Source: an optimization exercise on an open RTL-to-GDS flow (aim: small area, a short achievable clock period and few clock cycles per item). Production flows keep margins and buffers that such runs may drop.
At most, simulation tests tie the RTL to the original design; equivalence was not proved.
Power is estimated from default activity; no workload was simulated.

raven:
// rtp_h264_depkt32
module rtp_h264_depkt32 (
    input  wire        clk,
    input  wire        rst,
    input  wire        cfg_strict_f,
    input  wire        cfg_zero_byte,
    input  wire        in_valid,
    output wire        in_ready,
    input  wire [31:0] in_data,
    input  wire [2:0]  in_cnt,
    input  wire        in_last,
    output wire        out_valid,
    input  wire        out_ready,
    output wire [31:0] out_data,
    output wire [2:0]  out_cnt,
    output wire        res_valid,
    output wire [2:0]  res_cause,
    output wire [4:0]  res_flags
);
For scale: roughly 590 cells after synthesis, ~38 flip-flops, about 88 I/O pins, about 3800 µm² of cells after synthesis.
Settings: LEC_CHECK=0, ABC_AREA=1, CAP_MARGIN=20, CORE_MARGIN=2, CORE_UTILIZATION=40, GPL_TIMING_DRIVEN=0, SETUP_SLACK_MARGIN=2.9, SLEW_MARGIN=20; clock period 7.0 ns.
standard.sh (not shown) runs the stock make flow with config.mk's settings and CLKGATE_MAP_FILE= SYNTH_SCRIPT=/design/flow/synth_recipe.tcl, a recipe that flattens the netlist after the stock synthesis.
==> flow/flow/run.sh <==
#!/bin/bash
# The standard layout (standard.sh) with two changes:
#  - ABC maps for area (dc2, dch, map -a) in synthesis: ORFS's scripts are copied and
#    their abc_area.script replaced with flow/abc_area.script (ABC_AREA is
#    set in config.mk); synthesis is otherwise the standard flow's own, so the registers
#    and their names are the standard synthesis's;
#  - the port buffers are buf_2 cells instead of the default delay buffers.
# The make output goes to standard.log; each step's log is under orfs/logs.
set -euo pipefail
rm -rf scripts_abc
cp -r "$FLOW_HOME/scripts" scripts_abc
cp flow/abc_area.script scripts_abc/abc_area.script
export SCRIPTS_DIR="$PWD/scripts_abc"
export BUFFER_PORTS_ARGS="-buffer_cell sky130_fd_sc_hd__buf_2"
bash standard.sh > standard.log 2>&1
==> flow/flow/abc_area.script <==
strash
dc2
dch
map -a
topo
stime -c
buffer -c
upsize -c
dnsize -c
Testbench counts of raven, summed over its fixed seeds: cycles 48,649, in bytes 177,094.
diff inputs: raven => maple
# raven
export LEC_CHECK = 0
export ABC_AREA = 1
export CAP_MARGIN = 20
export CORE_MARGIN = 2
export CORE_UTILIZATION = 40
export GPL_TIMING_DRIVEN = 0
export SETUP_SLACK_MARGIN = 2.9
export SLEW_MARGIN = 20
create_clock -name core_clock -period 7.0 [get_ports {clk}]
# maple
export LEC_CHECK = 0
export ABC_AREA = 1
export CAP_MARGIN = 20
export CORE_MARGIN = 2
export CORE_UTILIZATION = 40
export SETUP_SLACK_MARGIN = 3.0
export SLEW_MARGIN = 20
create_clock -name core_clock -period 7.0 [get_ports {clk}]
### Flow results
- maple against raven: final core utilization now larger, hold slack now larger, detailed route wirelength on metal2 now larger.
- Comparing raven and maple, global-route usage is higher on raven.
- Summary — share of total power in combinational logic, maple relative to raven: higher, by 0.7 points.
- Of the two candidates, raven has the worse slack of the critical path and maple the better one.
- Summary: with raven as the reference, detailed route wirelength on metal3 in maple moved up by more than a quarter.
- Looking only at growth of design area from synthesis to finish, and setting everything else aside, the higher value of raven and maple goes to maple.

rtp_h264_depkt32 again, from the RTL that the note above started with.
clock: 7.0 ns
lec_check: 0
abc_area: 1
cap_margin: 20
core_margin: 2
core_utilization: 40
setup_slack_margin: 2.9
slew_margin: 20
==> flow/flow/run.sh <==
#!/bin/bash
# The standard layout (standard.sh) with two changes:
#  - ABC maps for area (map -a) in synthesis: ORFS's scripts are copied and
#    their abc_area.script replaced with flow/abc_area.script (ABC_AREA is
#    set in config.mk); synthesis is otherwise the standard flow's own, so the registers
#    and their names are the standard synthesis's;
#  - the port buffers are buf_1 cells instead of the default delay buffers.
# The make output goes to standard.log; each step's log is under orfs/logs.
set -euo pipefail
rm -rf scripts_abc
cp -r "$FLOW_HOME/scripts" scripts_abc
cp flow/abc_area.script scripts_abc/abc_area.script
export SCRIPTS_DIR="$PWD/scripts_abc"
export BUFFER_PORTS_ARGS="-buffer_cell sky130_fd_sc_hd__buf_1"
bash standard.sh > standard.log 2>&1
==> flow/flow/abc_area.script <==
strash
dch
map -a
topo
stime -c
buffer -c
upsize -c
dnsize -c
The baseline ran to the end with no violations.
Testbench counts at the start, summed over its fixed seeds: cycles 48,649, in bytes 177,094.
Edit:
--- a/flow/flow/run.sh
+++ b/flow/flow/run.sh
@@ -3 +3 @@
-#  - ABC maps for area (map -a) in synthesis: ORFS's scripts are copied and
+#  - ABC maps for area (dc2, dch, map -a) in synthesis: ORFS's scripts are copied and
@@ -7 +7 @@
-#  - the port buffers are buf_1 cells instead of the default delay buffers.
+#  - the port buffers are buf_2 cells instead of the default delay buffers.
@@ -14 +14 @@
-export BUFFER_PORTS_ARGS="-buffer_cell sky130_fd_sc_hd__buf_1"
+export BUFFER_PORTS_ARGS="-buffer_cell sky130_fd_sc_hd__buf_2"
==> flow/flow/abc_area.script (replaced) <==
strash
dc2
dch
map -a
topo
SETUP_SLACK_MARGIN = 3.1   (was 2.9)
Outcome: Critical path depth drops by 4; final area grows by about 5%; non-clock buffer count rises by 17; clock-buffer cell count climbs by 2; flip-flop and latch count does not change; die area came out lower by 6.7%.
Edit:
--- a/flow/flow/run.sh
+++ b/flow/flow/run.sh
@@ -3 +3 @@
-#  - ABC maps for area (dc2, dch, map -a) in synthesis: ORFS's scripts are copied and
+#  - ABC maps for area (map -a) in synthesis: ORFS's scripts are copied and
==> flow/flow/abc_area.script (replaced) <==
strash
dch
map -a
topo
stime -c
buffer -c
upsize -c
dnsize -c
SETUP_SLACK_MARGIN = 2.9   (was 3.1)
After rerunning:
- setup slack is better by 57 ps
- core utilization falls by 6.0 points
- combinational power is lower by 63%
- clock power shrinks by about 10%
- design area goes down by 4.8%
- synthesized area goes up by 7.5%
- total power is lower by 45%
- final cell count is about the same
- clock skew goes down by 7.2 ps
- routed wire length went down by 5.8%
Edit:
==> flow/run.sh (new file) <==
#!/bin/bash
# synth_recipe.tcl (not shown) runs the flow's synth.tcl, then flattens the netlist and writes it again
# the make line also repeats each setting of config.mk as NAME=value (left out here)
make -C /OpenROAD-flow-scripts/flow DESIGN_CONFIG=/design/flow/config.mk WORK_HOME=/design/flow/orfs CLKGATE_MAP_FILE= SYNTH_SCRIPT=/design/flow/synth_recipe.tcl finish
SETUP_SLACK_MARGIN = 2.0   (was 2.9)
removed: flow/flow/run.sh
removed: flow/flow/abc_area.script
removed: flow/standard.sh
Result:
- routed wire length increases by 14%
- final area went up by 16%
- synthesized area is higher by 12%

Another version of the RTL of rtp_h264_depkt32 (not shown whole).
Size: ~650 cells after synthesis, roughly 88 I/O pins, ~0.0044 mm^2 of cells after synthesis.
clock: 7.0 ns
lec_check: 0
abc_area: 1
cap_margin: 20
core_margin: 2
core_utilization: 40
setup_slack_margin: 3.2
slew_margin: 20
==> flow/flow/run.sh <==
#!/bin/bash
# The standard layout (standard.sh) with two changes:
#  - ABC maps for area (map -a) in synthesis: ORFS's scripts are copied and
#    their abc_area.script replaced with flow/abc_area.script (ABC_AREA is
#    set in config.mk); synthesis is otherwise the standard flow's own, so the registers
#    and their names are the standard synthesis's;
#  - the port buffers are buf_2 cells instead of the default delay buffers.
# The make output goes to standard.log; each step's log is under orfs/logs.
set -euo pipefail
rm -rf scripts_abc
cp -r "$FLOW_HOME/scripts" scripts_abc
cp flow/abc_area.script scripts_abc/abc_area.script
export SCRIPTS_DIR="$PWD/scripts_abc"
export BUFFER_PORTS_ARGS="-buffer_cell sky130_fd_sc_hd__buf_2"
bash standard.sh > standard.log 2>&1
==> flow/flow/abc_area.script <==
strash
dch
map -a
topo
stime -c
buffer -c
upsize -c
dnsize -c
The baseline produced a clean layout.
Next try:
--- a/flow/flow/run.sh
+++ b/flow/flow/run.sh
@@ -3 +3 @@
-#  - ABC maps for area (map -a) in synthesis: ORFS's scripts are copied and
+#  - ABC maps for area (dc2, dch, map -a) in synthesis: ORFS's scripts are copied and
==> flow/flow/abc_area.script (replaced) <==
strash
dc2
dch
map -a
topo
stime -c
buffer -c
upsize -c
dnsize -c
Settings changed: SETUP_SLACK_MARGIN 3.2 to 3.4.
Effect: Fmax rose by 1.7%; setup slack improved by 0.064 ns; combinational power rose by 27%; area after synthesis fell by 4.0%; clock-buffer cell count fell by 1; total power rose by 17%; wire length rose by 6.9%.
Next try:
Settings changed: SETUP_SLACK_MARGIN 3.4 to 3.2.
After rerunning: Cell area drops by a few percent. Sequential power is about the same. Non-clock buffer count shrinks by 18. Register-to-register slack gets worse by 0.13 ns. Power shrinks by a few percent. Worst setup slack degrades by 0.085 ns.
No run of this note included a check of the RTL's function; only the layout flow was run.

## north
rtp_h264_depkt32, a different RTL version from the one above (not shown whole).
For scale: ~38 flip-flops, ~88 I/O pins.
==> flow/config.mk <==
export PLATFORM = sky130hd
export DESIGN_NAME = rtp_h264_depkt32
export DESIGN_NICKNAME = rtp_h264_depkt32
export VERILOG_FILES = /design/flow/design.v
export SDC_FILE = /design/flow/constraint.sdc
export NUM_CORES = 4
export LEC_CHECK = 0
export CAP_MARGIN = 20
export CORE_MARGIN = 2
export CORE_UTILIZATION = 40
export SETUP_SLACK_MARGIN = 2
export SLEW_MARGIN = 20
==> flow/constraint.sdc <==
create_clock -name core_clock -period 7.0 [get_ports {clk}]
set_input_delay 1.4000 -clock core_clock [delete_from_list [all_inputs] [get_ports {clk}]]
set_output_delay 1.4000 -clock core_clock [all_outputs]
set_load 0.01 [all_outputs]
==> flow/flow/run.sh <==
#!/bin/bash
set -euo pipefail
export BUFFER_PORTS_ARGS="-buffer_cell sky130_fd_sc_hd__buf_4"
bash standard.sh > standard.log 2>&1
In summary, north completed successfully, with a layout that passed the timing, design-rule and antenna checks.
--- input diff north..south ---
==> flow/run.sh (new file) <==
#!/bin/bash
# synth_recipe.tcl (not shown) runs the flow's synth.tcl, then flattens the netlist and writes it again
# the make line also repeats each setting of config.mk as NAME=value (left out here)
make -C /OpenROAD-flow-scripts/flow DESIGN_CONFIG=/design/flow/config.mk WORK_HOME=/design/flow/orfs CLKGATE_MAP_FILE= SYNTH_SCRIPT=/design/flow/synth_recipe.tcl finish
removed: flow/flow/run.sh
removed: flow/standard.sh
Results
- As far as largest net degree at the start of global routing goes, south and north are indistinguishable; the numbers are identical.
- Taking north as the reference, in south total non-filler cell area in the finished layout moved up; wire length moved up.
- The overall power of the completed layout in north is 0.941 times that in south.
- south vs north, worst-path cell with the longest stage delay: sky130_fd_sc_hd__a2111oi_4 vs sky130_fd_sc_hd__or4_4
- Compared with north, the router placed more vias in south.
diff inputs: south => east
- a change of SETUP_SLACK_MARGIN from 2 to 3
- an added ABC_CLOCK_PERIOD_IN_PS of 2000
==> flow/flow/run.sh (new file) <==
#!/bin/bash
set -euo pipefail
export BUFFER_PORTS_ARGS="-buffer_cell sky130_fd_sc_hd__buf_4"
bash standard.sh > standard.log 2>&1
==> flow/standard.sh (new file) <==
#!/bin/bash
# synth_recipe.tcl (not shown) runs the flow's synth.tcl, then flattens the netlist and writes it again
# the make line also repeats each setting of config.mk as NAME=value (left out here)
make -C /OpenROAD-flow-scripts/flow DESIGN_CONFIG=/design/flow/config.mk WORK_HOME=/design/flow/orfs CLKGATE_MAP_FILE= SYNTH_SCRIPT=/design/flow/synth_recipe.tcl "${@:-finish}"
removed: flow/run.sh
## What came out
Taking south as the reference point, the post-layout worst setup margin of east rises by 0.34 ns.
Fmax (east vs. south) increases by a little under 10%
Placed standard-cell area, east and south: larger value in south
Of the two values seen for critical path's slowest cell, sky130_fd_sc_hd__a2111oi_4 was produced by south and sky130_fd_sc_hd__or4_4 by east.
Per the comparison of east with south, sequential share of layout area down 0.70 points; met3 demand-to-capacity share in global routing down 0.47 points.
east has clock share of power below what south had.
east falls short of south in overall routed net length.
east vs. south: area fraction of clock buffers and clock inverters roughly the same, final core utilization higher, wire length of the first global-routing pass lower, multi-input gate share of total cell area higher.
Input changes introduced in west (baseline for comparison: east):
- a change of SETUP_SLACK_MARGIN from 3 to 2
- a change of ABC_CLOCK_PERIOD_IN_PS from 2000 to 3000
### Flow results
Per the comparison of west with east, area added between synthesis and finish went down 13 points, flip-flop and latch count barely changed, met2 layer usage reported by global route has decreased. Cmp west and east / wire length / lower: west. west vs east: met2 wire length down by a little under 10%.
No run of this note included a check of the RTL's function; only the layout flow was run.

==> separate check: timing with driven ports <==
No port has a modelled driver above. Below, the same layouts with a new extraction and two added sets of constraints.
Step 1, drivers: a clkbuf_16 drives clk and a buf_2 each remaining input, both assumed.
Step 2, shift: input delay + t, output delay - t, t = (earliest + latest rising clock arrival at the registers) / 2. This alone moves slack from input paths to output paths.
Three values: ideal ports, drivers, drivers and shift; two values: the first two.
run	t (ns)	slack for setup (ns)	worst hold slack (ns)
raven	0.324	2.936 / 2.885 / 2.885	0.598 / 0.598 / 0.598
maple	0.332	2.958 / 2.918 / 2.918	0.607 / 0.607 / 0.607
the first run of note 2	0.333	2.917 / 2.884 / 2.884	0.592 / 0.592 / 0.592
the second run of note 2	0.324	2.884 / 2.862 / 2.862	0.626 / 0.626 / 0.626
the third run of note 2	0.328	2.940 / 2.902 / 2.902	0.582 / 0.582 / 0.582
the fourth run of note 2	0.336	2.149 / 2.121 / 2.121	0.573 / 0.573 / 0.573
the first run of note 3	0.339	3.213 / 3.182 / 3.244	0.579 / 0.579 / 0.579
the second run of note 3	0.337	3.277 / 3.240 / 3.220	0.609 / 0.609 / 0.609
the third run of note 3	0.344	3.193 / 3.169 / 2.970	0.618 / 0.618 / 0.618
north	0.340	2.150 / 2.128 / 2.128	0.580 / 0.580 / 0.580
south	0.336	1.988 / 1.965 / 1.965	0.589 / 0.589 / 0.589
east	0.337	2.330 / 2.283 / 2.283	0.565 / 0.565 / 0.565
west	0.340	2.150 / 2.128 / 2.128	0.580 / 0.580 / 0.580
After both steps setup and hold are still met in every run listed. For the third run of note 3, which loses most, drivers alone change the setup slack by -0.024 ns; drivers and shift together by -0.223 ns.
